From an optimization exercise on the open Yosys and OpenROAD flow, aimed at small area, a short achievable clock period and few clock cycles per item; shortcuts taken in it are not production practice. The RTL was checked by simulation tests, not by an equivalence proof against the original design. Power figures rest on the tool's default switching activity, not on a simulated workload.

[design.v]
module ppc_encode (
    input  wire         clk,
    input  wire         rst,         
    input  wire         wr_en,
    input  wire [7:0]   wr_addr,
    input  wire [31:0]  wr_data,
    output wire         busy,
    output wire [11:0]  status,
    output wire [6:0]   rxlen,
    output wire [511:0] raw
);
    localparam [3:0] R_NONE = 4'd0, R_OK = 4'd1, R_INCOMPLETE = 4'd3,
                     R_RANGE = 4'd4, R_AMBIG = 4'd5, R_UNKNOWN = 4'd6,
                     R_BADDESC = 4'd7, R_BADCMD = 4'd8;
    integer i, k;
    function [1:0] cmp32(input [31:0] a, input [31:0] b);
        reg [31:0] l, g;
        integer m, w;
        begin
            l = ~a & b;
            g = a & ~b;
            for (w = 1; w < 32; w = w * 2)
                for (m = 0; m < 32; m = m + 2 * w) begin
                    l[m] = l[m + w] | (~g[m + w] & l[m]);
                    g[m] = g[m + w] | (~l[m + w] & g[m]);
                end
            cmp32 = {l[0], g[0]};
        end
    endfunction
    reg        lock;
    reg [6:0]  rxlen_r;
    reg [3:0]  present;
    reg        c_sa, c_sb;
    reg [31:0] fv     [0:3];
    reg [6:0]  d_rawlen;
    reg [5:0]  d_bitlen;
    reg        d_order;       
    reg        d_strict;      
    reg        d_nomatch;     
    reg [15:0] d_hdr, d_ftr, d_low, d_high;
    reg        d_st_en;
    reg        d_st_w2;
    reg [5:0]  d_st_pos;
    reg [15:0] d_sa   [0:1];
    reg [15:0] d_sb   [0:1];
    reg        f_en   [0:3];
    reg        f_kind [0:3];   
    reg        f_req  [0:3];
    reg [5:0]  f_start[0:3];
    reg [5:0]  f_end  [0:3];
    reg [31:0] f_min  [0:3];
    reg [31:0] f_max  [0:3];
    reg        e_valid[0:7];
    reg [1:0]  e_field[0:7];
    reg [31:0] e_value[0:7];
    reg [31:0] e_pat  [0:7];
    reg [3:0]  mm_ok;         
    reg        ent_ok;        
    reg [3:0]  res_code;
    reg [3:0]  res_field;
    reg        res_wenum;
    reg        res_ovalid;
    reg [31:0] sel_f, sel_s0, sel_s1, sel_h, sel_l;
    reg [15:0] st0_r, st1_r;
    reg [31:0] pa_v;          
    reg [7:0]  pa_hit;        
    reg        pa_kind;       
    reg        pa_rev;
    reg [4:0]  pa_sh;
    reg [4:0]  pa_end;
    reg [4:0]  pa_wm1;
    reg [1:0]  pa_f;          
    reg        pa_go;         
    reg [31:0] p_mask [0:3];  
    reg [3:0]  p_fail;        
    reg [3:0]  p_valid;       
    reg [1:0]  eng;
    reg [2:0]  rp_n;          
    wire host_wr = wr_en && (eng == 2'd0);
    wire cmd_wr  = host_wr && (wr_addr == 8'h00);
    wire fv_wr   = host_wr && (wr_addr[7:2] == 6'b000010);
    wire [31:0] wd   = wr_data & {32{~rst}};
    wire        d_we = rst || (host_wr && !lock);
    function dw(input [7:0] a);
        dw = d_we && (rst || wr_addr == a);
    endfunction
    reg        rl_ok;         
    reg        bl_ok;         
    reg [3:0]  se_ok;         
    reg [3:0]  eb_ok;         
    reg        st_ok;         
    wire       w_rl = dw(8'h10);
    wire       w_bl = dw(8'h11);
    wire       w_st = dw(8'h1B);
    wire [31:0] wv   = wr_data;
    wire       nx_rl = rst ? 1'b0 :
                       w_rl ? (!wv[0] && wv[6:0] >= 7'd4 && wv[6:0] <= 7'd64) : rl_ok;
    wire       nx_bl = rst ? 1'b1 :
                       w_rl ? (d_bitlen <= wv[6:1]) :
                       w_bl ? (wv[5:0] <= d_rawlen[6:1]) : bl_ok;
    wire       nx_st = rst ? 1'b1 :
                       w_st ? (!wv[0] || {1'b0, wv[13:8]} + {6'd0, wv[1]} + 7'd1 <= {1'b0, d_bitlen}) :
                       w_bl ? (!d_st_en || {1'b0, d_st_pos} + {6'd0, d_st_w2} + 7'd1 <= {1'b0, wv[5:0]}) :
                       st_ok;
    reg  [3:0]  nx_se, nx_eb, nx_mm, nx_en, nx_kind;
    reg         nx_valid [0:7];
    reg  [1:0]  nx_field [0:7];
    wire [1:0]  cm_f   = lock ? pa_f : wr_addr[3:2];
    wire [31:0] cm_a   = lock ? pa_v : wr_data;
    wire [1:0]  cm_min = cmp32(cm_a, f_min[cm_f]);      
    wire [1:0]  cm_max = cmp32(cm_a, f_max[cm_f]);      
    wire        mm_new = rst || (wr_addr[0] ? !cm_max[0] : !cm_min[1]);
    always @(*) begin
        for (k = 0; k < 4; k = k + 1) begin
            nx_en[k]   = dw(8'h20 + 4 * k) ? wd[0] : f_en[k];
            nx_kind[k] = dw(8'h20 + 4 * k) ? wd[1] : f_kind[k];
            nx_se[k]   = rst ? 1'b1 :
                         dw(8'h20 + 4 * k) ? (wv[13:8] <= wv[21:16]) : se_ok[k];
            nx_eb[k]   = rst ? 1'b0 :
                         dw(8'h20 + 4 * k) ? (wv[21:16] < d_bitlen) :
                         w_bl ? (f_end[k] < wv[5:0]) : eb_ok[k];
            nx_mm[k]   = (dw(8'h21 + 4 * k) || dw(8'h22 + 4 * k)) ? mm_new : mm_ok[k];
        end
        for (k = 0; k < 8; k = k + 1) begin
            nx_valid[k] = dw(8'h30 + 4 * k) ? wd[0]   : e_valid[k];
            nx_field[k] = dw(8'h30 + 4 * k) ? wd[3:2] : e_field[k];
        end
    end
    reg nx_ent;
    always @(*) begin
        nx_ent = 1'b1;
        for (k = 0; k < 8; k = k + 1)
            if (nx_valid[k] && !(nx_en[nx_field[k]] && nx_kind[nx_field[k]])) nx_ent = 1'b0;
    end
    reg cfg_ok;
    always @(*) begin
        cfg_ok = rl_ok && bl_ok && st_ok && ent_ok;
        for (k = 0; k < 4; k = k + 1)
            if (f_en[k] && !(se_ok[k] && eb_ok[k] && mm_ok[k])) cfg_ok = 1'b0;
    end
    wire        rp_step = (eng == 2'd1) && !rp_n[2];
    wire [1:0]  a_f     = rp_step ? rp_n[1:0] : wr_addr[1:0];
    wire [31:0] rp_v    = rp_n[1] ? (rp_n[0] ? fv[3] : fv[2]) :
                                    (rp_n[0] ? fv[1] : fv[0]);
    wire [31:0] a_v     = rp_step ? rp_v : wr_data;
    reg  [7:0]  a_hit;
    reg  [7:0]  a_hit1;
    always @(*) begin
        for (k = 0; k < 8; k = k + 1)
            a_hit[k] = e_valid[k] && (e_field[k] == a_f) && (e_value[k] == a_v);
        for (k = 0; k < 8; k = k + 1)
            a_hit1[k] = a_hit[k] && ((a_hit & ((8'd1 << k) - 8'd1)) == 8'd0);
    end
    wire        a_kind  = f_kind[a_f];
    wire [4:0]  a_start = f_start[a_f][4:0];
    wire [4:0]  a_end   = f_end[a_f][4:0];
    wire        a_rev   = !a_kind && !d_order;
    wire        pkind   = pa_kind;
    wire [4:0]  pend    = pa_end;
    wire [4:0]  pwm1    = pa_wm1;                         
    reg [31:0] wmask;
    always @(*) begin
        for (k = 0; k < 32; k = k + 1) wmask[k] = (k <= pwm1);
    end
    wire       p_over = |(pa_v & ~wmask);
    wire       p_rfail = cm_min[1] || cm_max[0] || p_over;
    reg [31:0] pat;
    always @(*) begin
        pat = 32'd0;
        for (k = 0; k < 8; k = k + 1)
            pat = pat | (e_pat[k] & {32{pa_hit[k]}});
    end
    wire        prev    = pa_rev;
    wire [31:0] psrc    = pkind ? pat : pa_v;
    wire [4:0]  psh     = pa_sh;
    wire [31:0] pshl    = psrc << psh;
    reg  [31:0] pshr;
    reg  [31:0] le_end;
    always @(*) begin
        for (k = 0; k < 32; k = k + 1) begin
            pshr[k]   = pshl[31 - k];
            le_end[k] = (k <= pend);
        end
    end
    wire [31:0] pmask   = (prev ? pshr : pshl) & le_end;
    wire        pfail   = pkind ? (pa_hit == 8'd0) : p_rfail;
    reg [3:0]  ev_code;
    reg [3:0]  ev_field;
    reg        ev_wenum;
    reg [31:0] ev_hm;
    reg        ev_ston;
    reg [3:0]  reqf, rngf, unm, use_f;
    reg        supp;
    always @(*) begin
        for (k = 0; k < 4; k = k + 1) begin
            reqf[k]  = f_en[k] && f_req[k] && !present[k];
            rngf[k]  = f_en[k] && !f_kind[k] && present[k] && p_fail[k];
            unm[k]   = f_en[k] &&  f_kind[k] && present[k] && p_fail[k];
            use_f[k] = f_en[k] && present[k] && !unm[k];
        end
        supp     = d_nomatch && (unm != 4'd0);
        ev_wenum = (unm != 4'd0);
        ev_ston  = d_st_en && !supp;
        ev_hm    = 32'd0;
        for (k = 0; k < 4; k = k + 1)
            if (use_f[k]) ev_hm = ev_hm | p_mask[k];
        if (supp) ev_hm = 32'd0;
        ev_code  = R_OK;
        ev_field = 4'hF;
        if (reqf != 4'd0) begin
            ev_code  = R_INCOMPLETE;
            ev_field = reqf[0] ? 4'd0 : reqf[1] ? 4'd1 : reqf[2] ? 4'd2 : 4'd3;
        end else if (d_st_en && !c_sa && !c_sb) begin
            ev_code  = R_INCOMPLETE;
            ev_field = 4'hE;
        end else if (rngf != 4'd0) begin
            ev_code  = R_RANGE;
            ev_field = rngf[0] ? 4'd0 : rngf[1] ? 4'd1 : rngf[2] ? 4'd2 : 4'd3;
        end else if (d_st_en && c_sa && c_sb) begin
            ev_code  = R_AMBIG;
            ev_field = 4'hE;
        end else if (d_strict && unm != 4'd0) begin
            ev_code  = R_UNKNOWN;
            ev_field = unm[0] ? 4'd0 : unm[1] ? 4'd1 : unm[2] ? 4'd2 : 4'd3;
        end
    end
    wire ev_ok = (ev_code == R_OK);
    wire [4:0]  ftr_p = d_rawlen[5:1] - 5'd1;
    wire [31:0] dec_f = 32'd1 << ftr_p;
    wire [31:0] dec_s = 32'd1 << d_st_pos[4:0];
    wire [31:0] ev_s0 = ~dec_f & dec_s & {32{ev_ston}};
    wire [31:0] ev_s1 = ~dec_f & {dec_s[30:0], 1'b0} & {32{ev_ston && d_st_w2}};
    wire [31:0] ev_sp = dec_f | ev_s0 | ev_s1;
    wire need_rp = ((p_valid | ~present) != 4'hF);
    wire sel_take = (wr_en && wr_addr == 8'h00 && wr_data[1]) || (eng == 2'd2);
    always @(posedge clk) begin
        if (w_rl) d_rawlen <= wd[6:0];
        if (w_bl) d_bitlen <= wd[5:0];
        if (w_st) begin
            d_st_en  <= wd[0];
            d_st_w2  <= wd[1];
            d_st_pos <= wd[13:8];
        end
        rl_ok    <= nx_rl;
        bl_ok    <= nx_bl;
        st_ok    <= nx_st;
        se_ok    <= nx_se;
        eb_ok    <= nx_eb;
        mm_ok    <= nx_mm;
        ent_ok   <= nx_ent;
        if (dw(8'h15)) begin
            d_order   <= wd[0];
            d_strict  <= wd[2];
            d_nomatch <= wd[3];
        end
        if (dw(8'h17)) d_hdr  <= wd[15:0];
        if (dw(8'h18)) d_ftr  <= wd[15:0];
        if (dw(8'h19)) d_low  <= wd[15:0];
        if (dw(8'h1A)) d_high <= wd[15:0];
        if (dw(8'h1C)) d_sa[0] <= wd[15:0];
        if (dw(8'h1D)) d_sa[1] <= wd[15:0];
        if (dw(8'h1E)) d_sb[0] <= wd[15:0];
        if (dw(8'h1F)) d_sb[1] <= wd[15:0];
        for (i = 0; i < 4; i = i + 1) begin
            f_en[i]    <= nx_en[i];
            f_kind[i]  <= nx_kind[i];
            if (dw(8'h20 + 4 * i)) begin
                f_req[i]   <= wd[2];
                f_start[i] <= wd[13:8];
                f_end[i]   <= wd[21:16];
            end
            if (dw(8'h21 + 4 * i)) f_min[i] <= wd;
            if (dw(8'h22 + 4 * i)) f_max[i] <= wd;
        end
        for (i = 0; i < 8; i = i + 1) begin
            e_valid[i] <= nx_valid[i];
            e_field[i] <= nx_field[i];
            if (dw(8'h31 + 4 * i)) e_value[i] <= wd;
            if (dw(8'h32 + 4 * i)) e_pat[i]   <= wd;
        end
        if (fv_wr) fv[wr_addr[1:0]] <= wr_data;
        if (rst || (host_wr && wr_addr == 8'h04)) begin
            present <= wd[3:0];
            c_sa    <= wd[8];
            c_sb    <= wd[9];
        end
        pa_v   <= a_v;
        pa_hit <= a_hit1;
        pa_f   <= a_f;
        pa_kind <= a_kind;
        pa_rev  <= a_rev;
        pa_sh   <= a_rev ? ~a_end : a_start;
        pa_end  <= a_end;
        pa_wm1  <= a_end - a_start;
        for (i = 0; i < 4; i = i + 1) begin
            if (pa_go && pa_f == i) begin
                p_mask[i] <= pmask;
                p_fail[i] <= pfail;
            end
        end
        if (sel_take) begin
            sel_f  <= dec_f;
            sel_s0 <= ev_s0;
            sel_s1 <= ev_s1;
            sel_h  <= ~ev_sp &  ev_hm;
            sel_l  <= ~ev_sp & ~ev_hm;
            st0_r  <= c_sa ? d_sa[0] : d_sb[0];
            st1_r  <= c_sa ? d_sa[1] : d_sb[1];
        end
    end
    always @(posedge clk) begin
        if (rst) begin
            lock       <= 1'b0;
            rxlen_r    <= 7'd0;
            res_code   <= R_NONE;
            res_field  <= 4'hF;
            res_wenum  <= 1'b0;
            res_ovalid <= 1'b0;
            p_valid    <= 4'd0;
            pa_go      <= 1'b0;
            eng        <= 2'd0;
            rp_n       <= 3'd0;
        end else begin
            if (host_wr && wr_addr == 8'h02 && wr_data[0]) lock <= 1'b1;
            if (host_wr && wr_addr == 8'h03) rxlen_r <= wr_data[6:0];
            pa_go <= (fv_wr && lock) || rp_step;
            if (pa_go) p_valid[pa_f] <= 1'b1;
            if (fv_wr) p_valid[wr_addr[1:0]] <= 1'b0;
            case (eng)
                2'd0: begin
                    if (cmd_wr && wr_data != 32'd0) begin
                        res_field  <= 4'hF;
                        res_wenum  <= 1'b0;
                        res_ovalid <= 1'b0;
                        if (wr_data != 32'd2) begin
                            res_code <= R_BADCMD;
                        end else if (!lock || !cfg_ok) begin
                            res_code <= R_BADDESC;
                        end else if (need_rp) begin
                            res_code <= R_NONE;
                            rp_n     <= 3'd0;
                            eng      <= 2'd1;
                        end else begin
                            res_code   <= ev_code;
                            res_field  <= ev_field;
                            if (ev_ok) begin
                                res_wenum  <= ev_wenum;
                                res_ovalid <= 1'b1;
                                rxlen_r    <= d_rawlen;
                            end
                        end
                    end
                end
                2'd1: begin
                    rp_n <= rp_n + 3'd1;
                    if (rp_n == 3'd4) eng <= 2'd2;
                end
                default: begin
                    res_code  <= ev_code;
                    res_field <= ev_field;
                    if (ev_ok) begin
                        res_wenum  <= ev_wenum;
                        res_ovalid <= 1'b1;
                        rxlen_r    <= d_rawlen;
                    end
                    eng <= 2'd0;
                end
            endcase
        end
    end
    assign busy   = (eng != 2'd0);
    assign status = {lock, cfg_ok, res_ovalid, res_wenum, res_field, res_code};
    assign rxlen  = rxlen_r;
    genvar g;
    generate
        for (g = 0; g < 32; g = g + 1) begin : g_pair
            wire [15:0] base = (g == 0) ? d_hdr : d_low;
            assign raw[16 * g +: 16] = ({16{sel_f[g]}}  & d_ftr)  |
                                       ({16{sel_s0[g]}} & st0_r)  |
                                       ({16{sel_s1[g]}} & st1_r)  |
                                       ({16{sel_h[g]}}  & d_high) |
                                       ({16{sel_l[g]}}  & base);
        end
    endgenerate
endmodule
[flow/run.sh]
#!/bin/bash
set -e
cat >> config.mk <<EOC
export BUFFER_PORTS_ARGS = -buffer_cell sky130_fd_sc_hd__buf_2
export PLACE_PINS_ARGS = -min_distance 2
export SETUP_SLACK_MARGIN = 5.5
export FASTROUTE_TCL = $(pwd)/flow/fastroute.tcl
export DONT_USE_CELLS = sky130_fd_sc_hd__a222oi_1
EOC
bash standard.sh > standard.log 2>&1
[flow/fastroute.tcl]
# Global routing layers: as the platform's, but met1 (the cell pin and power
# rail layer) keeps only 30% of its capacity for global routes, so the
# detailed router does not have to clear crowded met1 around cell pins.
set_global_routing_layer_adjustment met1 0.7
set_global_routing_layer_adjustment met2-met5 0.2
set_routing_layers -clock met3-met5
set_routing_layers -signal met1-met5
[standard.sh]
#!/bin/bash
# synth_recipe.tcl (not shown) runs the flow's synth.tcl, then flattens the netlist and writes it again
# the make line also repeats each setting of config.mk as NAME=value (left out here)
make -C /OpenROAD-flow-scripts/flow DESIGN_CONFIG=/design/flow/config.mk WORK_HOME=/design/flow/orfs CLKGATE_MAP_FILE= SYNTH_SCRIPT=/design/flow/synth_recipe.tcl "${@:-finish}"
[config.mk]
export PLATFORM = sky130hd
export DESIGN_NAME = ppc_encode
export DESIGN_NICKNAME = ppc_encode
export VERILOG_FILES = /design/flow/design.v
export SDC_FILE = /design/flow/constraint.sdc
export NUM_CORES = 8
export LEC_CHECK = 0
export CAP_MARGIN = 20
export CORE_MARGIN = 2
export CORE_UTILIZATION = 40
export PLACE_DENSITY = 0.6
export SLEW_MARGIN = 20
export BUFFER_PORTS_ARGS = -buffer_cell sky130_fd_sc_hd__buf_2
export PLACE_PINS_ARGS = -min_distance 2
export SETUP_SLACK_MARGIN = 5.5
export FASTROUTE_TCL = /design/flow/flow/fastroute.tcl
export DONT_USE_CELLS = sky130_fd_sc_hd__a222oi_1
[constraint.sdc]
create_clock -name core_clock -period 10.0 [get_ports {clk}]
set_input_delay 2.0000 -clock core_clock [delete_from_list [all_inputs] [get_ports {clk}]]
set_output_delay 2.0000 -clock core_clock [all_outputs]
set_load 0.01 [all_outputs]
==> flow_metrics.tcl, run 1 <==
set metrics [dict create \
    crit_fanout 27 \
    start_util_pct 40.3 \
    status "finished clean" \
    clock-sinks 1559 \
    synth_top_family_by_area "compound AO/OA/AOI/OAI gates" \
    gr-usage-met2_pct 56.3 \
    final_util_pct 47.9 \
    layout-drive-gt1-share_pct 22.9 \
    fp-row-count 163 \
    fmax_mhz 213 \
    busiest_layer "met1" \
    worstSkewPairLatency_ns 0.84 \
    max_stage_delay_ns 0.55 \
    drtPass1Iterations 8 \
    dieHeight_um 450 \
    gp_congestion 1.02 \
    routed_via_density 6.72 \
    crit_chain "buf_8 > a22oi_1 > nand3_1 > buf_2" \
    synthTopCellsByCount "1,429 x edfxtp_1, 1,180 x a22oi_1, 684 x clkbuf_1" \
    synthCells 6776 \
    core-area_mm2 0.198 \
    ctsHoldBuffers 0 \
    synth_seq_area_share_pct 57.1 \
    route.detailed.drc 0 \
    drtIter0Drc 5426 \
    arrival_ns 2.70 \
    fin_crit_ns 4.70 \
    min_path_type "reg2reg" \
    syn_avg_cell_area_um2 11.8 \
    yosysUniqueCellTypes 92 \
    drv_cap 0 \
    cp.required_ns 8.00 \
    grt_overflow 0 \
    tightest_slew_ns 1.33 \
    synth_ff_type "edfxtp_1" \
    die_w_um 450 \
    cts-root-buf "clkbuf_16" \
    synth_compound_area_share_pct 15.5 \
    ant_nets 0 \
    ys.warnings.count 17 \
    skew_ns 0.0557 \
    num-fill-cells 17584 \
    numCtsBuffers 162 \
    leakagePower_nw 32.4 \
    cp.buffers_inverters 2 \
    slew_viol_final 0 \
    gr-usage-met1_pct 71.1 \
    wl_per_cell_um 40.6 \
    grtUsageTotal_pct 50.5 \
    critical_path_class "reg2out" \
    area_delta_synth_final_pct 18.8 \
    synthesis.nets 6885 \
    fin_crit_sh_pct 47.0 \
    grt_max_degree 157 \
    max_slew_margin_pct 10.4 \
    setup-tns-final_ns 0 \
    cts.clk_slew.worst_paths_ns 0.06 \
    synth_top_area_share_pct 53.9 \
    yosysMostFrequentCell "edfxtp_1" \
    cts_tree "yes" \
    async_flop_share_pct 0 \
    path_delay_family "flip-flops" \
    synthMuxAreaShare_pct 7.40 \
    yosys.area_share.simple_pct 11.4 \
    yosys.area.top_type "edfxtp_1" \
    critPathCaptureType "output pin" \
    multi_input_area_mm2 0.0317 \
    vdd_ir_drop_max_mv 0.146 \
    dieArea_mm2 0.203 \
    ys_ff_latch 1559 \
    synthXorXnorAreaFrac_pct 3.13 \
    drt_wl_total_um 410000 \
    power.density_mw_per_mm2 168 \
    regArea_mm2 0.0455 \
    port-buffer-count 574 \
    met3_usage_pct 49.7 \
    synth.area.top_cells "edfxtp_1 54%, a22oi_1 11%, nand3_1 3.5%, mux4_2 3.4%, dfxtp_1 3.3%" \
    grt_pass1_wl_um 557000 \
    finalHoldViolCount 0 \
    post_synth_instance_area_mm2 0.0796 \
    h-tree-depth 4 \
    synth_edf_count 1429 \
    clock_path_buffers 3 \
    synthAdderAreaFrac_pct 1.18 \
    num_vias 67951 \
    crit_slowest_cell "edfxtp_1" \
    pin_count 575 \
    place_hpwl_um 265000 \
    cp-start-kind "register" \
    layout.nets 7373 \
    grt_pass1_vias 71866 \
    finalSetupViolations 0 \
    rsz0062_at_grt "true" \
    antenna_found_initial 72 \
]
==> metal layers <==
layer  share of wire (%)  up-vias  routed length (µm)
met5                0.84        -                3450
met4                 7.8      124               32000
met3                  24     1767               97300
met2                  41     7148              167000
met1                  27    31637              110000
li1                    -    27275                   -
==> registers in the layout, summed over array words and instances (netlist names), 20 cells and up <==
register and cells:
e_pat 256, e_value 256, f_max 128, f_min 128, fv 128, p_mask 128
d_sa 32, d_sb 32, pa_v 32, sel_f 32, sel_h 32, sel_l 32
sel_s0 32, sel_s1 31, f_end 24, f_start 20
==> layout by cell type, fill, tap and decap left out, drive strengths merged, types with 67 or more instances in the layout <==
master,n
diode,70
edfxtp,1429
inv,108
nand3,554
dfxtp,130
nand2,665
a21oi,108
a22oi,1180
nor3,119
mux2i,201
nor2,252
nand4,73
clkbuf,206
mux4,125
xnor2,223
nor4,80
o21ai,89
buf,1074
clkinv,67
==> where the power goes <==
part,internal (mW),switching [mW]
sequential,7.52,0.222
combinational,0.679,1.43
clock,3.45,2.61
total,11.6,4.26
==> repair_timing <==
item,in CTS,in global routing
endpoints found under the setup margin,270,168
buffers inserted,137,153
resized for setup,98,102
gates cloned,0,4
pin swaps,0,11
==> worst min-delay path, stage by stage, from the launching register on <==
cell and delay (ns):
dfxtp_1 0.31, nor2_1 0.10, nor3_1 0.04
==> layout make-up <==
class	instances	area share [%]
Clock buffer	197	4.54
Antenna cell	70	0.185
Clock inverter	101	1.06
Timing Repair Buffer	1083	8.75
Multi-Input combinational cell	4362	33.5
Tap cell	2640	3.49
Sequential cell	1559	48.1
Inverter	96	0.385
==> worst paths after layout <==
path | startpoint | to | slack, ns | depth (start not counted)
setup / recovery | st0_r[9] | raw[473] | 5.30 | 4
hold / removal | p_valid[2] | p_valid[2] | 0.49 | 2
setup reg to reg | eng[0] | pa_hit[7] | 5.68 | 11
hold reg to reg | p_valid[2] | p_valid[2] | 0.49 | 2
==> logic make-up (layout without fill, tap and decap cells) <==
kind of cell,after synthesis,in the layout
and+or+nand+nor,1925,1925
AOI/OAI and AO/OA,1691,1691
DFF,1559,1559
buffers and inverters,855,1477
muxes,384,384
xor gates and xnor gates,285,285
adders and majority gates,77,77
other,0,70
==> per-stage QoR <==
| stage | cells | setup slack [ns] | power [mW] | cell area, µm² | hold slack [ns] |
|---|---|---|---|---|---|
| after floorplan | 6776 | 4.01 | 8.93 | 79800 | 0.455 |
| after global placement | 9444 | 4.22 | 9.76 | 84800 | 0.470 |
| after detailed placement | 9445 | 4.15 | 9.79 | 84800 | 0.477 |
| after CTS | 9880 | 5.19 | 15.8 | 92000 | 0.493 |
| after global routing | 10084 | 5.33 | 16.3 | 94500 | 0.514 |
| final | 10108 | 5.30 | 15.9 | 94600 | 0.493 |
Testbench counts, summed over its fixed seeds: cycles 3,774, encodes 384.
==> run 2: changes to the inputs <==
--- a/config.mk
+++ b/config.mk
@@ -7,7 +7,7 @@
 export LEC_CHECK = 0
 export CAP_MARGIN = 20
 export CORE_MARGIN = 2
-export CORE_UTILIZATION = 40
+export CORE_UTILIZATION = 50
 export PLACE_DENSITY = 0.6
 export SLEW_MARGIN = 20
 export BUFFER_PORTS_ARGS = -buffer_cell sky130_fd_sc_hd__buf_2
==> run 2 against run 1 <==
Combinational power about the same; clock power up 0.7%; maximum frequency up 2.4%; still clean on timing, DRC and antenna; die area down 20%; critical path depth unchanged; largest power group unchanged; clock-buffer cell count up 6.
==> flow_metrics.tcl, run 2 <==
set metrics [dict create \
    status "finished clean" \
    yosysMostFrequentCell "edfxtp_1" \
    clock_path_buffers 3 \
    design_area_mm2 0.0931 \
    setup-tns-final_ns 0 \
    h-tree-depth 4 \
    cts-root-buf "clkbuf_16" \
    holdWs_ns 0.487 \
    finalHoldViolCount 0 \
    finalSetupViolations 0 \
    vdd_ir_drop_max_mv 0.185 \
    fp-row-count 146 \
    grt_overflow 0 \
    drv_cap 0 \
    crit_fanout 31 \
    area_delta_synth_final_pct 16.9 \
    crit_start "st1_r[2]" \
    skew_ns 0.0540 \
    reg_top3 "e_pat: 256 flops, e_value: 256 flops" \
    final_common_cell "edfxtp_1" \
    gp_congestion 1.07 \
    postLayoutSetupSlackWorst_ns 5.41 \
    wl_per_cell_um 41.8 \
    dp_slack_ns 3.91 \
    ys_ff_latch 1559 \
    synth.area.top_cells "edfxtp_1 54%, a22oi_1 11%, nand3_1 3.5%, mux4_2 3.4%, dfxtp_1 3.3%" \
    synth_top_area_share_pct 53.9 \
    clock-sinks 1559 \
    r2r-start "p_fail[1]" \
    route.detailed.drc 0 \
    port-buffer-count 574 \
    placed_cell_area_mm2 0.0842 \
    die_w_um 403 \
    max_slew_margin_pct 2.09 \
    routed_via_density 7.16 \
    cp-start-kind "register" \
    slew_viol_final 0 \
    ys.warnings.count 17 \
    fmax_mhz 218 \
    core-area_mm2 0.158 \
    ant_nets 0 \
    cts_tree "yes" \
    drtPass1Iterations 11 \
    min-delay-start "p_valid[0]" \
    arrival_ns 2.59 \
    max_stage_delay_ns 0.43 \
    synthesis.nets 6885 \
    synth_edf_count 1429 \
    post_synth_instance_area_mm2 0.0796 \
    power.density_mw_per_mm2 172 \
    numCtsBuffers 159 \
    start_util_pct 50.3 \
    rsz0062_at_grt "false" \
    layout-drive-gt1-share_pct 22.3 \
    worstSkewPairLatency_ns 0.83 \
    cts.clk_slew.worst_paths_ns 0.06 \
    crit_chain "buf_4 > a22oi_1 > nand3_2 > buf_2" \
    yosysUniqueCellTypes 92 \
    yosys.area.top_type "edfxtp_1" \
    drtIter0Drc 6472 \
    tightest_slew_ns 1.46 \
    syn_avg_cell_area_um2 11.8 \
    layout.nets 7330 \
    crit_slowest_cell "nand3_2" \
    grt_max_degree 153 \
    dieArea_mm2 0.163 \
    synth_ff_type "edfxtp_1" \
    synthTopCellsByCount "1,429 x edfxtp_1, 1,180 x a22oi_1, 684 x clkbuf_1" \
    place_hpwl_um 258000 \
    grt_pass1_wl_um 543000 \
    grt_pass1_vias 72112 \
    leakagePower_nw 32.1 \
    layout_common_cells "1,429 x edfxtp_1, 1,174 x a22oi_1, 662 x nand2_1" \
    synth_seq_area_share_pct 57.1 \
    critPathCaptureType "output pin" \
    pin_count 575 \
    cp.required_ns 8.00 \
    antenna_found_initial 70 \
    fin_crit_sh_pct 45.9 \
    dieHeight_um 403 \
    synthCells 6776 \
    min_path_type "reg2reg" \
    drt_wl_total_um 396000 \
    fin_crit_ns 4.59 \
    critical_path_class "reg2out" \
    num_vias 67913 \
    async_flop_share_pct 0 \
    grtUsageTotal_pct 61.6 \
]
## run 2: cell counts after synthesis
No cell type changed its count.
## run 2: worst max-delay path: cells and delay by family (launching register included)
family,cells,cell delay [ns]
buffers and inverters,2,0.62
AOI/OAI and AO/OA,1,0.30
DFF,1,0.35
and+or+nand+nor,1,0.43
## run 2: repair_timing
action,CTS,global route
hold buffers,0,0
pin swaps,4,6
gates resized for setup,50,101
cloned,1,1
endpoints found under the setup margin,326,120
buffers inserted,154,83
## run 2: worst paths after layout
check | cells after the start | slack (ns) | end
hold reg to reg | 2 | 0.49 | p_valid[0]
setup / recovery | 4 | 5.41 | raw[498]
setup reg to reg | 8 | 5.62 | sel_h[11]
hold / removal | 2 | 0.49 | p_valid[0]
## run 2: power breakdown
part	leakage, nW	total (mW)	switching (mW)	internal, mW
registers	14.5	7.75	0.227	7.52
clock network	2.58	6.10	2.62	3.48
logic	15.0	2.12	1.43	0.690
total	32.1	16.0	4.28	11.7
## run 2: cell type report
| type | count | area [µm²] |
|---|---|---|
| Inverter | 96 | 360 |
| Clock inverter | 87 | 1130 |
| Multi-Input combinational cell | 4362 | 31600 |
| Clock buffer | 203 | 4240 |
| Antenna cell | 60 | 150 |
| Sequential cell | 1559 | 45500 |
| Fill cell | 12837 | 65100 |
| Tap cell | 2072 | 2590 |
| Timing Repair Buffer | 1043 | 7550 |
## run 2: per-layer routing
metal	GRT usage, %	wire (µm)	part of all wire, %
met1	80.9	98700	25
met2	70.6	167000	42
met3	57.0	88300	22
met4	41.0	38000	9.6
met5	26.7	4200	1.1
## run 2: cells by family after synthesis
group | Yosys count | synth area share (%)
flip-flops | 1559 | 57.1
AND/OR/NAND/NOR | 1925 | 11.4
adder cells (fa/ha/maj) | 77 | 1.18
buffers and inverters | 855 | 4.27
multiplexers | 384 | 7.40
XOR/XNOR | 285 | 3.13
AO/OA/AOI/OAI | 1691 | 15.5
## run 2: stage by stage
step	utilization (%)	total power, mW	cells
2_1_floorplan	-	8.93	6776
3_3_place_gp	53.2	9.75	8889
3_5_place_dp	53.2	9.78	8889
4_1_cts	57.8	15.9	9334
5_1_grt	58.8	16.4	9457
6_report	58.9	16.0	9482
==> run 3: changes to the inputs <==
--- a/flow/run.sh
+++ b/flow/run.sh
@@ -6,5 +6,6 @@
 export SETUP_SLACK_MARGIN = 5.5
 export FASTROUTE_TCL = $(pwd)/flow/fastroute.tcl
 export DONT_USE_CELLS = sky130_fd_sc_hd__a222oi_1
+export CTS_CLUSTER_SIZE = 25
 EOC
 bash standard.sh > standard.log 2>&1
--- a/config.mk
+++ b/config.mk
@@ -7,7 +7,7 @@
 export LEC_CHECK = 0
 export CAP_MARGIN = 20
 export CORE_MARGIN = 2
-export CORE_UTILIZATION = 50
+export CORE_UTILIZATION = 40
 export PLACE_DENSITY = 0.6
 export SLEW_MARGIN = 20
 export BUFFER_PORTS_ARGS = -buffer_cell sky130_fd_sc_hd__buf_2
@@ -15,3 +15,4 @@
 export SETUP_SLACK_MARGIN = 5.5
 export FASTROUTE_TCL = /design/flow/flow/fastroute.tcl
 export DONT_USE_CELLS = sky130_fd_sc_hd__a222oi_1
+export CTS_CLUSTER_SIZE = 25
==> run 3 against run 2 <==
Sequential power is essentially flat; area after synthesis is the same; routed wire length is 4.0% higher; combinational power barely moved; utilization fell by 11 points; sequential cell count unchanged; clock skew is 0.0020 ns higher; worst hold slack better by 0.0063 ns; power is 0.29% lower.
==> flow_metrics.tcl, run 3 <==
set metrics [dict create \
    arrival_ns 2.68 \
    yosys.area.top_type "edfxtp_1" \
    antenna_found_initial 70 \
    async_flop_share_pct 0 \
    gp_congestion 1.02 \
    synth_edf_count 1429 \
    vdd_ir_drop_max_mv 0.145 \
    routed_via_density 6.69 \
    core-area_mm2 0.198 \
    cts_tree "yes" \
    p_total_mw 15.9 \
    crit_chain "buf_8 > a22oi_1 > nand3_1 > buf_2" \
    cts-root-buf "clkbuf_16" \
    instances_no_fill 10120 \
    grt_max_degree 157 \
    area_delta_synth_final_pct 19.0 \
    drt_wl_total_um 412000 \
    fin_crit_ns 4.68 \
    ant_nets 0 \
    tightest_slew_ns 1.36 \
    grt_pass1_wl_um 557000 \
    cp.required_ns 8.00 \
    max_slew_margin_pct 8.52 \
    rsz0062_at_grt "true" \
    synth_ff_type "edfxtp_1" \
    synth_seq_area_share_pct 57.1 \
    numCtsBuffers 162 \
    synthesis.nets 6885 \
    port-buffer-count 574 \
    num_vias 67730 \
    pin_count 575 \
    dieHeight_um 450 \
    min_path_type "reg2reg" \
    yosysMostFrequentCell "edfxtp_1" \
    syn_avg_cell_area_um2 11.8 \
    power.density_mw_per_mm2 168 \
    final_util_pct 47.9 \
    fmax_mhz 214 \
    layout-drive-gt1-share_pct 23.0 \
    synth_top_area_share_pct 53.9 \
    yosysUniqueCellTypes 92 \
    drv_cap 0 \
    reg_top3 "e_pat: 256 flops, e_value: 256 flops" \
    clock_path_buffers 3 \
    grt_pass1_vias 71888 \
    dieArea_mm2 0.203 \
    start_util_pct 40.3 \
    drtIter0Drc 5355 \
    leakagePower_nw 32.5 \
    design_area_mm2 0.0948 \
    place_hpwl_um 265000 \
    critical_path_class "reg2out" \
    placed_cell_area_mm2 0.0848 \
    ys.warnings.count 17 \
    fin_crit_sh_pct 46.8 \
    grt_overflow 0 \
    route.detailed.drc 0 \
    drtPass1Iterations 10 \
    cts.clk_slew.worst_paths_ns 0.06 \
    synthCells 6776 \
    worstSkewPairLatency_ns 0.84 \
    h-tree-depth 4 \
    layout.nets 7384 \
    critPathCaptureType "output pin" \
    skew_ns 0.0560 \
    wl_per_cell_um 40.7 \
    crit_slowest_cell "edfxtp_1" \
    fp-row-count 163 \
    place_inst 9445 \
    layout_common_cells "1,429 x edfxtp_1, 1,168 x a22oi_1, 664 x nand2_1" \
    post_synth_instance_area_mm2 0.0796 \
    final_common_cell "edfxtp_1" \
    synthTopCellsByCount "1,429 x edfxtp_1, 1,180 x a22oi_1, 684 x clkbuf_1" \
    max_stage_delay_ns 0.54 \
    synth.area.top_cells "edfxtp_1 54%, a22oi_1 11%, nand3_1 3.5%, mux4_2 3.4%, dfxtp_1 3.3%" \
    num-fill-cells 17546 \
    finalHoldViolCount 0 \
    clock-sinks 1559 \
    setup-tns-final_ns 0 \
    slew_viol_final 0 \
    cp-start-kind "register" \
    ys_ff_latch 1559 \
    finalSetupViolations 0 \
    die_w_um 450 \
    status "finished clean" \
    crit_fanout 27 \
    grtUsageTotal_pct 50.5 \
]
## run 3: cells by family (layout without fill, tap and decap cells)
kind of cell | count (synthesis) | in the layout | synth area share (%)
AND/OR/NAND/NOR | 1925 | 1925 | 11.4
other | 0 | 71 | 0
adder cells (fa/ha/maj) | 77 | 77 | 1.18
multiplexers | 384 | 384 | 7.40
XOR/XNOR | 285 | 285 | 3.13
buffers and inverters | 855 | 1488 | 4.27
AO/OA/AOI/OAI | 1691 | 1691 | 15.5
flip-flops | 1559 | 1559 | 57.1
## run 3: metrics by stage
step	worst slack (ns)	hold slack, ns
final	5.32	0.493
after global routing	5.35	0.514
after CTS	5.19	0.493
after detailed placement	4.15	0.477
after global placement	4.22	0.470
after floorplan	4.01	0.455
## run 3: final timing paths
check | cells past startpoint | start | to | slack, ns
hold / removal | 2 | p_valid[2] | p_valid[2] | 0.49
hold reg to reg | 2 | p_valid[2] | p_valid[2] | 0.49
setup / recovery | 4 | st0_r[9] | raw[473] | 5.32
setup reg to reg | 10 | eng[0] | pa_hit[7] | 5.66
## run 3: where the power goes
part / total (mW) / switching, mW / leakage, nW / internal [mW]
logic: 2.12 / 1.44 / 15.4 / 0.685
clock network: 6.06 / 2.61 / 2.57 / 3.45
registers: 7.74 / 0.222 / 14.5 / 7.52
## run 3: final cells by class
class	instances	area, µm²	share of cell area (%)
repair buffers	1094	8410	8.88
flip-flops and latches	1559	45500	48.0
multi-input cells	4362	31700	33.4
clock inverters	101	1000	1.06
inverters	96	364	0.384
diodes	71	178	0.188
well taps	2640	3300	3.49
clock buffers	197	4300	4.54
## run 3: routing by layer
layer / track usage, % / routed length [µm] / vias up
met5: 20.4 / 3070 / -
met4: 28.1 / 32200 / 120
met3: 49.6 / 99400 / 1732
met2: 56.3 / 169000 / 7113
met1: 71.1 / 109000 / 31471
li1: - / - / 27294
## run 3: critical path: cells and delay by family (launching register included)
family | cells | cell delay, ns
buffers and inverters | 2 | 0.55
AND/OR/NAND/NOR | 1 | 0.37
AO/OA/AOI/OAI | 1 | 0.27
flip-flops | 1 | 0.54
## run 3: what timing repair did
action                                  in CTS  in global routing
hold buffers                                 0                  0
cloned                                       0                  6
endpoints found under the setup margin     270                168
gates resized for setup                     98                106
setup buffers                              137                162
pin swaps                                    0                 10
==> run 4: changes to the inputs <==
--- a/config.mk
+++ b/config.mk
@@ -7,7 +7,7 @@
 export LEC_CHECK = 0
 export CAP_MARGIN = 20
 export CORE_MARGIN = 2
-export CORE_UTILIZATION = 40
+export CORE_UTILIZATION = 50
 export PLACE_DENSITY = 0.6
 export SLEW_MARGIN = 20
 export BUFFER_PORTS_ARGS = -buffer_cell sky130_fd_sc_hd__buf_2
==> run 4 against run 3 <==
Sequential cell count stayed put; sequential share of layout area is 0.85 points higher; worst hold slack worse by 0.0063 ns; non-clock buffer count is 51 lower; die area is 20% lower; critical path depth stayed put; power is 0.29% higher; clock skew is 0.0020 ns lower; sequential power hardly changed; cell area is 1.7% lower; utilization is 11 points higher; setup slack better by 0.084 ns; critical endpoint is now raw[498]; largest power group unchanged.
==> flow_metrics.tcl, run 4 <==
set metrics [dict create \
    power.density_mw_per_mm2 172 \
    num-fill-cells 12837 \
    highest_layer "met5" \
    setup-tns-final_ns 0 \
    ant_nets 0 \
    place_inst 8889 \
    dieHeight_um 403 \
    gp_congestion 1.07 \
    area_delta_synth_final_pct 16.9 \
    fp-row-count 146 \
    post_synth_instance_area_mm2 0.0796 \
    max_stage_delay_ns 0.43 \
    routed_via_density 7.16 \
    fin_crit_sh_pct 45.9 \
    layout.nets 7330 \
    worstSkewPairLatency_ns 0.83 \
    clock_path_buffers 3 \
    cts-root-buf "clkbuf_16" \
    fmax_mhz 218 \
    yosysUniqueCellTypes 92 \
    critPathCaptureType "output pin" \
    synth_top_area_share_pct 53.9 \
    async_flop_share_pct 0 \
    crit_start "st1_r[2]" \
    m1WireLength_um 98700 \
    clock-sinks 1559 \
    num_vias 67913 \
    crit_fanout 31 \
    route.detailed.drc 0 \
    r2r_slack_ns 5.62 \
    ys_ff_latch 1559 \
    start_util_pct 50.3 \
    synth.area.top_cells "edfxtp_1 54%, a22oi_1 11%, nand3_1 3.5%, mux4_2 3.4%, dfxtp_1 3.3%" \
    h-tree-depth 4 \
    reg_top3 "e_pat: 256 flops, e_value: 256 flops" \
    drtPass1Iterations 11 \
    r2r-start "p_fail[1]" \
    grt_max_degree 153 \
    cp.required_ns 8.00 \
    layout-drive-gt1-share_pct 22.3 \
    yosysMostFrequentCell "edfxtp_1" \
    drv_cap 0 \
    numCtsBuffers 159 \
    finalSetupViolations 0 \
    crit_chain "buf_4 > a22oi_1 > nand3_2 > buf_2" \
    layout_common_cells "1,429 x edfxtp_1, 1,174 x a22oi_1, 662 x nand2_1" \
    grt_overflow 0 \
    antenna_found_initial 70 \
    path_delay_family "buffers and inverters" \
    synthTopCellsByCount "1,429 x edfxtp_1, 1,180 x a22oi_1, 684 x clkbuf_1" \
    syn_avg_cell_area_um2 11.8 \
    slew_viol_final 0 \
    synth_seq_area_share_pct 57.1 \
    wl_per_cell_um 41.8 \
    cp-start-kind "register" \
    cp.buffers_inverters 2 \
    synth_ff_type "edfxtp_1" \
    rsz0062_at_grt "false" \
    rr_endpoint "sel_h[11]" \
    skew_ns 0.0540 \
    ys.warnings.count 17 \
    fin_crit_ns 4.59 \
    arrival_ns 2.59 \
    wl_met2_um 167000 \
    port-buffer-count 574 \
    path_depth 4 \
    synth_edf_count 1429 \
    synthCells 6776 \
    ctsHoldBuffers 0 \
    synthesis.nets 6885 \
    status "finished clean" \
    min_path_type "reg2reg" \
    final_util_pct 58.9 \
    drt_wl_total_um 396000 \
    worstRegToRegCells 8 \
    finalHoldViolCount 0 \
    place_hpwl_um 258000 \
    cts.clk_slew.worst_paths_ns 0.06 \
    instances_no_fill 9482 \
    leakagePower_nw 32.1 \
    crit_slowest_cell "nand3_2" \
    endpoint "raw[498]" \
    met3RoutedLength_um 88300 \
    drtIter0Drc 6472 \
    design_area_mm2 0.0931 \
    cts_tree "yes" \
    grt_pass1_vias 72112 \
    grt_pass1_wl_um 543000 \
    grtUsageTotal_pct 61.6 \
    final_common_cell "edfxtp_1" \
    tightest_slew_ns 1.46 \
    core-area_mm2 0.158 \
    pin_count 575 \
    die_w_um 403 \
    yosys.area.top_type "edfxtp_1" \
    p_total_mw 16.0 \
    vdd_ir_drop_max_mv 0.185 \
    critical_path_class "reg2out" \
    dieArea_mm2 0.163 \
    max_slew_margin_pct 2.09 \
    placed_cell_area_mm2 0.0842 \
]
## run 4: cell counts after synthesis
Identical to the previous run, type by type.
## run 4: tightest hold or removal path, delay by kind of cell (launching register included)
family	cells	cell delay, ns
DFF	1	0.30
and+or+nand+nor	2	0.13
## run 4: area by class of cell
| class | count | area, µm² | share of cell area (%) |
|---|---|---|---|
| Tap cell | 2072 | 2590 | 2.78 |
| Multi-Input combinational cell | 4362 | 31600 | 33.9 |
| Clock buffer | 203 | 4240 | 4.55 |
| Inverter | 96 | 360 | 0.387 |
| Clock inverter | 87 | 1130 | 1.21 |
| Antenna cell | 60 | 150 | 0.161 |
| Sequential cell | 1559 | 45500 | 48.9 |
| Timing Repair Buffer | 1043 | 7550 | 8.11 |
## run 4: how the worst min path moves through the flow
stage / slack (ns) / cells after the start / startpoint / to
finish: 0.49 / 2 / p_valid[0] / p_valid[0]
global route: 0.52 / 1 / d_order / pa_rev
CTS: 0.49 / 1 / d_order / pa_rev
detailed placement: 0.47 / 1 / d_order / pa_rev
global placement: 0.47 / 2 / se_ok[1] / se_ok[1]
floorplan: 0.45 / 2 / e_valid[0] / e_valid[0]
## run 4: power by group
group	leakage [nW]	switching, mW	internal [mW]	total [mW]
combinational	15.0	1.43	0.690	2.12
clock	2.58	2.62	3.48	6.10
sequential	14.5	0.227	7.52	7.75
## run 4: layer usage
layer / vias up / track usage [%]
met1: 31466 / 80.9
li1: 27149 / -
met4: 142 / 41.0
met2: 7078 / 70.6
met5: - / 26.7
met3: 2078 / 57.0
## run 4: logic make-up (layout without fill, tap and decap cells)
group / Yosys count / in the layout / synth area share (%)
simple gates: 1925 / 1925 / 11.4
mux: 384 / 384 / 7.40
fa+ha+maj: 77 / 77 / 1.18
buf+inv: 855 / 1429 / 4.27
other cells: 0 / 60 / 0
xor+xnor: 285 / 285 / 3.13
compound gates: 1691 / 1691 / 15.5
flops: 1559 / 1559 / 57.1
## run 4: metrics by stage
step / worst slack (ns) / hold slack (ns)
6_report: 5.41 / 0.487
5_1_grt: 5.45 / 0.516
4_1_cts: 5.47 / 0.485
3_5_place_dp: 3.91 / 0.473
3_3_place_gp: 3.93 / 0.472
2_1_floorplan: 4.01 / 0.455
## run 4: timing repair
item,in CTS,in global routing
buffers inserted,154,83
endpoints found under the setup margin,326,120
pin swaps,4,6
resized for setup,50,101
cloned,1,1
==> run 5: changes to the inputs <==
--- a/flow/run.sh
+++ b/flow/run.sh
@@ -6,6 +6,5 @@
 export SETUP_SLACK_MARGIN = 5.5
 export FASTROUTE_TCL = $(pwd)/flow/fastroute.tcl
 export DONT_USE_CELLS = sky130_fd_sc_hd__a222oi_1
-export CTS_CLUSTER_SIZE = 25
 EOC
 bash standard.sh > standard.log 2>&1
--- a/config.mk
+++ b/config.mk
@@ -7,7 +7,7 @@
 export LEC_CHECK = 0
 export CAP_MARGIN = 20
 export CORE_MARGIN = 2
-export CORE_UTILIZATION = 50
+export CORE_UTILIZATION = 45
 export PLACE_DENSITY = 0.6
 export SLEW_MARGIN = 20
 export BUFFER_PORTS_ARGS = -buffer_cell sky130_fd_sc_hd__buf_2
@@ -15,4 +15,3 @@
 export SETUP_SLACK_MARGIN = 5.5
 export FASTROUTE_TCL = /design/flow/flow/fastroute.tcl
 export DONT_USE_CELLS = sky130_fd_sc_hd__a222oi_1
-export CTS_CLUSTER_SIZE = 25
==> run 5 against run 4 <==
Largest power group unchanged; die area increased by 11%; critical endpoint is now raw[16]; worst hold slack improved by 0.00055 ns; global-route usage decreased by 4.7 points; register-to-register slack got worse by 0.02 ns; cell area increased by 1.6%; still clean on timing, DRC and antenna; power increased by 1.5%; utilization decreased by 5.1 points.
==> flow_metrics.tcl, run 5 <==
set metrics [dict create \
    finalHoldViolCount 0 \
    vdd_ir_drop_max_mv 0.128 \
    wl_per_cell_um 41.5 \
    layout_common_cells "1,429 x edfxtp_1, 1,174 x a22oi_1, 665 x nand2_1" \
    yosysMostFrequentCell "edfxtp_1" \
    gp_congestion 1.02 \
    ant_nets 0 \
    placed_cell_area_mm2 0.0844 \
    async_flop_share_pct 0 \
    h-tree-depth 4 \
    worstSkewPairLatency_ns 0.83 \
    die_w_um 425 \
    fin_crit_ns 4.72 \
    drtIter0Drc 6065 \
    port-buffer-count 574 \
    cp-start-kind "register" \
    leakagePower_nw 32.8 \
    antenna_found_initial 54 \
    clock-sinks 1559 \
    cp.required_ns 8.00 \
    pin_count 575 \
    layout.nets 7374 \
    numCtsBuffers 163 \
    start_util_pct 45.3 \
    place_hpwl_um 255000 \
    dp_slack_ns 3.45 \
    grt_overflow 0 \
    synth.area.top_cells "edfxtp_1 54%, a22oi_1 11%, nand3_1 3.5%, mux4_2 3.4%, dfxtp_1 3.3%" \
    drtPass1Iterations 9 \
    cts_tree "yes" \
    ys.warnings.count 17 \
    setup-tns-final_ns 0 \
    fp-row-count 154 \
    rsz0062_at_grt "true" \
    synth_seq_area_share_pct 57.1 \
    grt_pass1_wl_um 557000 \
    critical_path_class "reg2out" \
    grt_max_degree 167 \
    core-area_mm2 0.176 \
    cts-root-buf "clkbuf_16" \
    clkPwrFrac_pct 39.1 \
    slew_viol_final 0 \
    yosysUniqueCellTypes 92 \
    routed_via_density 7.01 \
    cts.clk_slew.worst_paths_ns 0.06 \
    clock_path_buffers 3 \
    drt_wl_total_um 406000 \
    final_common_cell "edfxtp_1" \
    postLayoutSetupSlackWorst_ns 5.28 \
    route.detailed.drc 0 \
    drv_cap 0 \
    p_total_mw 16.2 \
    design_area_mm2 0.0946 \
    tightest_slew_ns 1.38 \
    fmax_mhz 212 \
    ys_ff_latch 1559 \
    num-fill-cells 14911 \
    synth_ff_type "edfxtp_1" \
    min_path_type "reg2reg" \
    finalSetupViolations 0 \
    synth_top_area_share_pct 53.9 \
    yosys.area.top_type "edfxtp_1" \
    post_synth_instance_area_mm2 0.0796 \
    p_sw_mw 4.29 \
    synth_edf_count 1429 \
    seqPwrFrac_pct 47.8 \
    num_vias 68577 \
    instances_no_fill 9788 \
    power.density_mw_per_mm2 171 \
    layout-drive-gt1-share_pct 22.7 \
    reg_top3 "e_pat: 256 flops, e_value: 256 flops" \
    final_util_pct 53.8 \
    critPathCaptureType "output pin" \
    dieArea_mm2 0.180 \
    grt_pass1_vias 73077 \
    max_slew_margin_pct 7.56 \
    p_sw_share_pct 26.4 \
    status "finished clean" \
    arrival_ns 2.72 \
    syn_avg_cell_area_um2 11.8 \
    place_inst 9135 \
    p_int_mw 11.9 \
    crit_fanout 24 \
    synthTopCellsByCount "1,429 x edfxtp_1, 1,180 x a22oi_1, 684 x clkbuf_1" \
    area_delta_synth_final_pct 18.8 \
    dieHeight_um 425 \
    synthCells 6776 \
    synthesis.nets 6885 \
    holdWs_ns 0.488 \
    p_comb_share_pct 13.1 \
    grtUsageTotal_pct 56.9 \
    skew_ns 0.0458 \
    fin_crit_sh_pct 47.2 \
]
-- run 5: cell counts after synthesis --
Identical to the previous run, type by type.
-- run 5: final cells by class --
class	instances	area, µm²	share of cell area (%)
flip-flops and latches	1559	45500	48.1
multi-input cells	4362	31600	33.4
repair buffers	1083	8520	9.01
clock buffers	217	4440	4.69
well taps	2340	2930	3.10
clock inverters	91	1160	1.22
inverters	96	360	0.381
diodes	40	100	0.106
-- run 5: critical path, stage by stage (launching register included) --
cell	delay [ns]
edfxtp_1	0.48
buf_6	0.24
a22oi_1	0.25
nand3_2	0.50
buf_2	0.34
-- run 5: power groups by stage --
stage / sequential, mW / clock (mW) / combinational (mW)
detailed placement: 7.92 / 0 / 1.84
floorplan: 7.76 / 0 / 1.17
finish: 7.75 / 6.35 / 2.12
global route: 7.78 / 6.64 / 2.22
CTS: 7.74 / 6.39 / 1.93
global placement: 7.91 / 0 / 1.81
-- run 5: cells by family (layout without fill, tap and decap cells) --
family / count (synthesis) / after routing / share of synthesized area (%)
simple gates: 1925 / 1925 / 11.4
compound gates: 1691 / 1691 / 15.5
flops: 1559 / 1559 / 57.1
buf+inv: 855 / 1487 / 4.27
mux: 384 / 384 / 7.40
xor+xnor: 285 / 285 / 3.13
fa+ha+maj: 77 / 77 / 1.18
other cells: 0 / 40 / 0
-- run 5: final timing paths --
check        startpoint          to  cells after the start  slack, ns
max           d_high[0]     raw[16]                      4       5.28
min          e_valid[2]  e_valid[2]                      2       0.49
max reg2reg     f_en[3]    sel_l[3]                      8       5.60
min reg2reg  e_valid[2]  e_valid[2]                      2       0.49
-- run 5: routing by layer --
layer	wire (µm)	part of all wire, %	track usage [%]	up-vias
met5	5550	1.4	27.2	-
met4	35200	8.7	36.4	173
met3	95800	24	55.2	1968
met2	166000	41	62.6	7503
met1	104000	26	76.8	31684
li1	-	-	-	27249
-- run 5: what timing repair did --
action	CTS	global route
pin swaps	5	15
gates cloned	2	1
endpoints found under the setup margin	321	167
gates resized for setup	64	93
setup buffers	129	154
hold buffers	0	0
==> run 6: changes to the inputs <==
==> flow/run.sh (replaced) <==
#!/bin/bash
set -e
cat >> config.mk <<EOC
export BUFFER_PORTS_ARGS = -buffer_cell sky130_fd_sc_hd__buf_2
export PLACE_PINS_ARGS = -min_distance 2
export SETUP_SLACK_MARGIN = 5.25
export FASTROUTE_TCL = $(pwd)/flow/fastroute.tcl
export DONT_USE_CELLS = sky130_fd_sc_hd__a222oi_1
EOC
bash standard.sh > standard.log 2>&1
--- a/config.mk
+++ b/config.mk
@@ -7,11 +7,11 @@
 export LEC_CHECK = 0
 export CAP_MARGIN = 20
 export CORE_MARGIN = 2
-export CORE_UTILIZATION = 45
+export CORE_UTILIZATION = 50
 export PLACE_DENSITY = 0.6
 export SLEW_MARGIN = 20
 export BUFFER_PORTS_ARGS = -buffer_cell sky130_fd_sc_hd__buf_2
 export PLACE_PINS_ARGS = -min_distance 2
-export SETUP_SLACK_MARGIN = 5.5
+export SETUP_SLACK_MARGIN = 5.25
 export FASTROUTE_TCL = /design/flow/flow/fastroute.tcl
 export DONT_USE_CELLS = sky130_fd_sc_hd__a222oi_1
==> run 6 against run 5 <==
Sequential cell count stayed put; largest power group unchanged; die area down 9.9%; critical endpoint is now raw[129]; cell count decreased by 4.4%.
==> flow_metrics.tcl, run 6 <==
set metrics [dict create \
    status "finished clean" \
    arrival_ns 2.80 \
    place_hpwl_um 258000 \
    p_sw_mw 4.25 \
    grt_max_degree 153 \
    seqPwrFrac_pct 48.7 \
    setup-tns-final_ns 0 \
    gp_congestion 1.07 \
    finalSetupViolations 0 \
    core-area_mm2 0.158 \
    final_common_cell "edfxtp_1" \
    synth_top_area_share_pct 53.9 \
    hold_depth 1 \
    worstRegToRegCells 8 \
    start_util_pct 50.3 \
    reg_top3 "e_pat: 256 flops, e_value: 256 flops" \
    area_delta_synth_final_pct 14.5 \
    synthCells 6776 \
    synthesis.nets 6885 \
    grt_pass1_wl_um 538000 \
    layout.nets 7213 \
    yosysUniqueCellTypes 92 \
    layout-drive-gt1-share_pct 20.5 \
    yosysMostFrequentCell "edfxtp_1" \
    vdd_ir_drop_max_mv 0.184 \
    layout_common_cells "1,429 x edfxtp_1, 1,180 x a22oi_1, 665 x nand2_1" \
    clock-sinks 1559 \
    rsz0062_at_grt "false" \
    max_slew_margin_pct 13.4 \
    cts_tree "yes" \
    antenna_found_initial 63 \
    post_synth_instance_area_mm2 0.0796 \
    routed_via_density 7.19 \
    dieHeight_um 403 \
    ys_ff_latch 1559 \
    place_inst 8889 \
    drtPass1Iterations 9 \
    p_total_mw 15.9 \
    worstSkewPairLatency_ns 0.83 \
    critical_path_class "reg2out" \
    leakagePower_nw 31.2 \
    grt_overflow 0 \
    die_w_um 403 \
    synth.area.top_cells "edfxtp_1 54%, a22oi_1 11%, nand3_1 3.5%, mux4_2 3.4%, dfxtp_1 3.3%" \
    fin_crit_ns 4.80 \
    fmax_mhz 208 \
    power.density_mw_per_mm2 175 \
    port-buffer-count 574 \
    final_util_pct 57.6 \
    dieArea_mm2 0.163 \
    slew_viol_final 0 \
    clock_path_buffers 3 \
    grtUsageTotal_pct 61.0 \
    h-tree-depth 4 \
    fin_crit_sh_pct 48.0 \
    numCtsBuffers 159 \
    tightest_slew_ns 1.29 \
    wl_per_cell_um 41.9 \
    instances_no_fill 9361 \
    synthTopCellsByCount "1,429 x edfxtp_1, 1,180 x a22oi_1, 684 x clkbuf_1" \
    cts-root-buf "clkbuf_16" \
    cts.clk_slew.worst_paths_ns 0.07 \
    drt_wl_total_um 392000 \
    clkPwrFrac_pct 38.3 \
    pin_count 575 \
    drtIter0Drc 6183 \
    skew_ns 0.0541 \
    critPathCaptureType "output pin" \
    crit_fanout 22 \
    cp.required_ns 8.00 \
    p_int_mw 11.7 \
    synth_edf_count 1429 \
    synth_ff_type "edfxtp_1" \
    finalHoldViolCount 0 \
    num_vias 67302 \
    fp-row-count 146 \
    async_flop_share_pct 0 \
    ys.warnings.count 17 \
    p_comb_share_pct 13.0 \
    route.detailed.drc 0 \
    syn_avg_cell_area_um2 11.8 \
    ctsHoldBuffers 0 \
    cp-start-kind "register" \
    synth_seq_area_share_pct 57.1 \
    p_sw_share_pct 26.7 \
    grt_pass1_vias 71303 \
    min_path_type "reg2reg" \
    drv_cap 0 \
    yosys.area.top_type "edfxtp_1" \
    ant_nets 0 \
]
run 6: cell counts after synthesis:
No cell type changed its count.
run 6: final timing paths:
kind	slack, ns	end	startpoint
setup / recovery	5.20	raw[129]	d_low[1]
hold / removal	0.49	pa_rev	d_order
hold reg to reg	0.49	pa_rev	d_order
setup reg to reg	5.47	sel_h[26]	p_fail[3]
run 6: through the flow:
stage	hold slack [ns]	setup slack (ns)	area [µm²]
after global placement	0.472	3.93	84200
after global routing	0.516	5.24	91100
final	0.487	5.20	91200
after detailed placement	0.473	3.91	84200
after floorplan	0.455	4.01	79800
after CTS	0.485	5.25	90000
run 6: cell families after synthesis:
logic type / Yosys count / synth area share (%)
mux: 384 / 7.40
flops: 1559 / 57.1
buf+inv: 855 / 4.27
simple gates: 1925 / 11.4
xor+xnor: 285 / 3.13
compound gates: 1691 / 15.5
fa+ha+maj: 77 / 1.18
run 6: final cells by class:
type                            instances  area [µm²]
Clock inverter                         87        1130
Timing Repair Buffer                  926        5890
Sequential cell                      1559       45500
Clock buffer                          203        4240
Antenna cell                           56         140
Multi-Input combinational cell       4362       31300
Fill cell                           12984       67000
Inverter                               96         360
Tap cell                             2072        2590
run 6: repair_timing:
action	CTS	global route
endpoints found under the setup margin	106	79
gates resized for setup	12	38
cloned	0	1
setup buffers	48	70
pin swaps	0	1
run 6: per-layer routing:
metal | up-vias | track usage, % | part of all wire (%)
li1 | 26892 | - | -
met1 | 31290 | 81.3 | 25
met2 | 7008 | 69.8 | 42
met3 | 1966 | 56.9 | 22
met4 | 146 | 40.4 | 9.3
met5 | - | 20.6 | 0.81
run 6: critical path: stages (launching register included):
cell and delay (ns):
edfxtp_1 0.62, buf_6 0.32, nand2_1 0.15, nand3_2 0.48
buf_2 0.34
run 6: power groups by stage:
| stage | Sequential, mW | Combinational (mW) | Clock [mW] |
|---|---|---|---|
| floorplan | 7.76 | 1.17 | 0 |
| global placement | 7.91 | 1.84 | 0 |
| detailed placement | 7.92 | 1.86 | 0 |
| CTS | 7.76 | 1.91 | 6.14 |
| global route | 7.79 | 2.16 | 6.36 |
| finish | 7.75 | 2.06 | 6.10 |

## re-timing with driven ports
The results above use ideal ports. As a check the final layouts listed here were re-extracted and re-timed, cells and wires unchanged.
Step 1, drivers: a clkbuf_16 drives clk and a buf_2 each remaining input, both assumed.
Step 2, shift: input delay + t, output delay - t, t = (earliest + latest rising clock arrival at the registers) / 2. This alone moves slack from input paths to output paths.
a / b / c = ideal / step 1 / step 2; a / b = the first two.
run | t, ns | setup slack, ns | clock arrival spread, ns
run 1 | 0.890 | 5.299 / 5.223 / 4.645 | 0.056 / 0.056
run 2 | 0.885 | 5.408 / 5.329 / 4.566 | 0.055 / 0.055
run 3 | 0.891 | 5.324 / 5.249 / 4.645 | 0.056 / 0.056
run 4 | 0.885 | 5.408 / 5.329 / 4.566 | 0.055 / 0.055
run 5 | 0.901 | 5.282 / 5.192 / 4.629 | 0.047 / 0.046
run 6 | 0.888 | 5.198 / 5.118 / 4.400 | 0.055 / 0.056
After both steps every run listed still meets setup and hold.
